Context: an optimization exercise on an open-source flow, tuned for small area and few clock cycles. The choices shown serve that exercise and are no tape-out recipe. At most, simulation tests tie the RTL to the original design; equivalence was not proved. Power is estimated from default activity; no workload was simulated.

## before
## mode_engine
module mode_engine (
    input  wire         clk,
    input  wire         rst,           
    input  wire         cmd_valid,
    output wire         cmd_ready,
    input  wire [31:0]  cmd_word,
    input  wire [31:0]  len,
    input  wire [31:0]  aad_len,
    input  wire [127:0] iv,
    input  wire [127:0] tag_in,
    input  wire [7:0]   ksd,
    input  wire [7:0]   kst,
    input  wire [7:0]   ght,
    output wire         done,
    output wire [3:0]   result,
    output wire [127:0] tag_out,
    output wire         in_ready,
    input  wire         in_valid,
    input  wire [127:0] in_data,
    output wire         out_valid,
    output wire [127:0] out_data,
    output wire         bc_req,
    output wire         bc_dec,
    output wire [7:0]   bc_key,
    output wire [127:0] bc_in,
    input  wire         bc_ack,
    input  wire [127:0] bc_out,
    output wire         gh_req,
    output wire [7:0]   gh_key,
    output wire [127:0] gh_acc,
    output wire [127:0] gh_data,
    input  wire         gh_ack,
    input  wire [127:0] gh_out
);
clock: 10.0 ns
lec_check: 0
cap_margin: 20
core_area: 10 10 390 390
cts_buf_list: sky130_fd_sc_hd__clkbuf_8 sky130_fd_sc_hd__clkbuf_16
cts_cluster_diameter: 80
cts_cluster_size: 16
die_area: 0 0 400 400
slew_margin: 20
standard.sh (not shown) runs the stock make flow with config.mk's settings and CLKGATE_MAP_FILE= SYNTH_SCRIPT=/design/flow/synth_recipe.tcl, a recipe that flattens the netlist after the stock synthesis.
==> flow/flow/run.sh <==
#!/bin/bash
# The standard layout (standard.sh, ORFS's own scripts) with two changes:
#  - ABC maps the logic with an area-oriented script (flow/abc.script) in
#    place of abc_speed.script; everything else in synthesis is unchanged,
#    so the registers are the standard synthesis's;
#  - the port buffers are the smallest buffer cell (buf_1) instead of the
#    delay buffer buffer_ports picks by default. Every port still gets one.
# Output: make's log in standard.log, each step's log under orfs/logs/.
set -euo pipefail
here="$(cd "$(dirname "$0")" && pwd)"
rm -rf scripts
cp -r "$FLOW_HOME/scripts" scripts
cp "$here/abc.script" scripts/abc_speed.script
export BUFFER_PORTS_ARGS="-buffer_cell sky130_fd_sc_hd__buf_1"
bash standard.sh SCRIPTS_DIR="$PWD/scripts" finish > standard.log 2>&1
==> flow/flow/abc.script <==
strash
&get -n
&st
&synch2
&if -K 6 -a
&mfs
&st
&synch2
&if -K 6 -a
&mfs
&st
&dch
&nf -a
&put
topo
stime -c
before did not stop at any stage, and its layout met the timing, design-rule and antenna checks.
Testbench counts of before, summed over its fixed seeds: cycles 35,847.
#### Input delta (after over before)
Settings: DIE_AREA now 0 0 520 520, was 0 0 400 400; CTS_CLUSTER_SIZE no longer set, was 16; SLEW_MARGIN now 40, was 20; CORE_AREA now 10 10 510 510, was 10 10 390 390; CTS_CLUSTER_DIAMETER no longer set, was 80; CTS_BUF_LIST now sky130_fd_sc_hd__clkbuf_4 sky130_fd_sc_hd__clkbuf_8, was sky130_fd_sc_hd__clkbuf_8 sky130_fd_sc_hd__clkbuf_16.
## What came out
Both conditions hold for before: the flow ran to the end and the final layout passed the timing, design-rule and antenna checks. Every stage of the flow completed for after, and the final layout passed the timing, design-rule and antenna checks. Looking at after and before, the depth of the worst register-to-register path is a wash. Post-route cell area deteriorates in after relative to before. Total clock buffers created by CTS: after vs before up 97%. after vs before on final core area utilization: after is the lower one. after against before: fraction of power consumed by combinational cells now sits at about the same level, count of antenna diodes in the layout rose by 84.

========
Another version of the RTL of mode_engine (not shown whole).
For scale: roughly 3000 cells after synthesis, about 300 flip-flops, about 26000 um^2 of cells after synthesis.
==> flow/config.mk <==
export PLATFORM = sky130hd
export DESIGN_NAME = mode_engine
export DESIGN_NICKNAME = mode_engine
export VERILOG_FILES = /design/flow/design.v
export SDC_FILE = /design/flow/constraint.sdc
export NUM_CORES = 4
export LEC_CHECK = 0
export CAP_MARGIN = 20
export CORE_AREA = 10 10 390 390
export CTS_BUF_LIST = sky130_fd_sc_hd__clkbuf_4 sky130_fd_sc_hd__clkbuf_8
export DIE_AREA = 0 0 400 400
export SLEW_MARGIN = 20
==> flow/constraint.sdc <==
create_clock -name core_clock -period 10.0 [get_ports {clk}]
set_input_delay 2.0000 -clock core_clock [delete_from_list [all_inputs] [get_ports {clk}]]
set_output_delay 2.0000 -clock core_clock [all_outputs]
set_load 0.01 [all_outputs]
==> flow/flow/run.sh <==
#!/bin/bash
# Standard layout, with the port buffers made from the smallest buffer cell
# (buf_1) instead of the delay buffer buffer_ports picks by default.
set -euo pipefail
export BUFFER_PORTS_ARGS="-buffer_cell sky130_fd_sc_hd__buf_1"
bash standard.sh finish > standard.log 2>&1
The baseline finished with timing, DRC and antenna clean.
Then changed:
- CORE_AREA: 10 10 390 390 -> 10 10 510 510
- CTS_BUF_LIST: sky130_fd_sc_hd__clkbuf_4 sky130_fd_sc_hd__clkbuf_8 -> default
- DIE_AREA: 0 0 400 400 -> 0 0 520 520
- With this change the flow completed and failed the layout checks on slew limit
- cell area rises by a few percent
- flip-flop and latch count does not change
- via count falls by a few percent
- total power climbs by a few percent
- global-route usage falls by 17 points
- non-clock buffer count rises by 5
Function was not checked in any run of this note: the RTL went through the layout flow alone.

========
== main ==
mode_engine with an RTL version that a note above also has.
For scale: roughly 2600 cells after synthesis, roughly 300 flip-flops, about 0.023 mm^2 of cells after synthesis.
clock: 10.0 ns
lec_check: 0
cap_margin: 20
core_area: 10 10 390 390
cts_buf_list: sky130_fd_sc_hd__clkbuf_8 sky130_fd_sc_hd__clkbuf_16
cts_cluster_diameter: 120
cts_cluster_size: 24
die_area: 0 0 400 400
slew_margin: 20
==> flow/flow/run.sh <==
#!/bin/bash
# The standard layout (standard.sh, ORFS's own scripts) with two changes:
#  - ABC maps the logic with an area-oriented script (flow/abc.script) in
#    place of abc_speed.script; everything else in synthesis is unchanged,
#    so the registers are the standard synthesis's;
#  - the port buffers are the smallest buffer cell (buf_1) instead of the
#    delay buffer buffer_ports picks by default. Every port still gets one.
# Output: make's log in standard.log, each step's log under orfs/logs/.
set -euo pipefail
here="$(cd "$(dirname "$0")" && pwd)"
rm -rf scripts
cp -r "$FLOW_HOME/scripts" scripts
cp "$here/abc.script" scripts/abc_speed.script
export BUFFER_PORTS_ARGS="-buffer_cell sky130_fd_sc_hd__buf_1"
bash standard.sh SCRIPTS_DIR="$PWD/scripts" finish > standard.log 2>&1
Scripts as last shown in full above: flow/flow/abc.script
Testbench counts of main, summed over its fixed seeds: cycles 35,847.
The following lists how the feature branch was set up differently from main:
Settings: changing SLEW_MARGIN from 20 to 40; changing CORE_AREA from 10 10 390 390 to 10 10 510 510; changing DIE_AREA from 0 0 400 400 to 0 0 520 520.
[summary]
The feature branch ran to completion and came out clean on the timing, design-rule and antenna checks.
Logic depth of the worst path, buffers included: main and the feature branch compared, higher one is the feature branch
Setup slack: the feature branch more than main
When the feature branch is set beside main, its portion of total power attributed to sequential cells turns out to be 3.6 points smaller.
On number of global-route vias before repair, main and the feature branch are neck and neck.
Maximum number of pins on one net before global-route repair, the feature branch vs main: down by more than a quarter

[re-timing with driven ports]
No port has a modelled driver above. Below, the same layouts with a new extraction and two added sets of constraints.
Step 1 sets driving cells, clkbuf_16 on the clock port and buf_2 on the other inputs (assumed; they add their load-dependent delay and slew).
Step 2 moves the port delays by t, midway between the first and last clock arrival at a register: inputs arrive t later, outputs are due t later. That takes back most of the time a late clock gives input paths.
a / b / c = ideal ports / drivers / drivers and shift; a / b = the first two.
run | t, ns | slack for setup (ns) | latest minus earliest clock arrival (ns)
before | 0.715 | 1.204 / 1.220 / 0.505 | 0.052 / 0.052
after | 0.916 | 1.981 / 1.961 / 1.091 | 0.086 / 0.086
the first run of note 2 | 0.862 | 1.551 / 1.465 / 1.483 | 0.044 / 0.044
the second run of note 2 | 0.753 | 1.969 / 1.897 / 1.144 | 0.050 / 0.050
main | 0.744 | 1.251 / 1.265 / 0.521 | 0.057 / 0.058
the feature branch | 0.815 | 1.977 / 1.995 / 1.180 | 0.072 / 0.072
For after, which loses most, drivers alone change the setup slack by -0.020 ns; drivers and shift together by -0.890 ns.
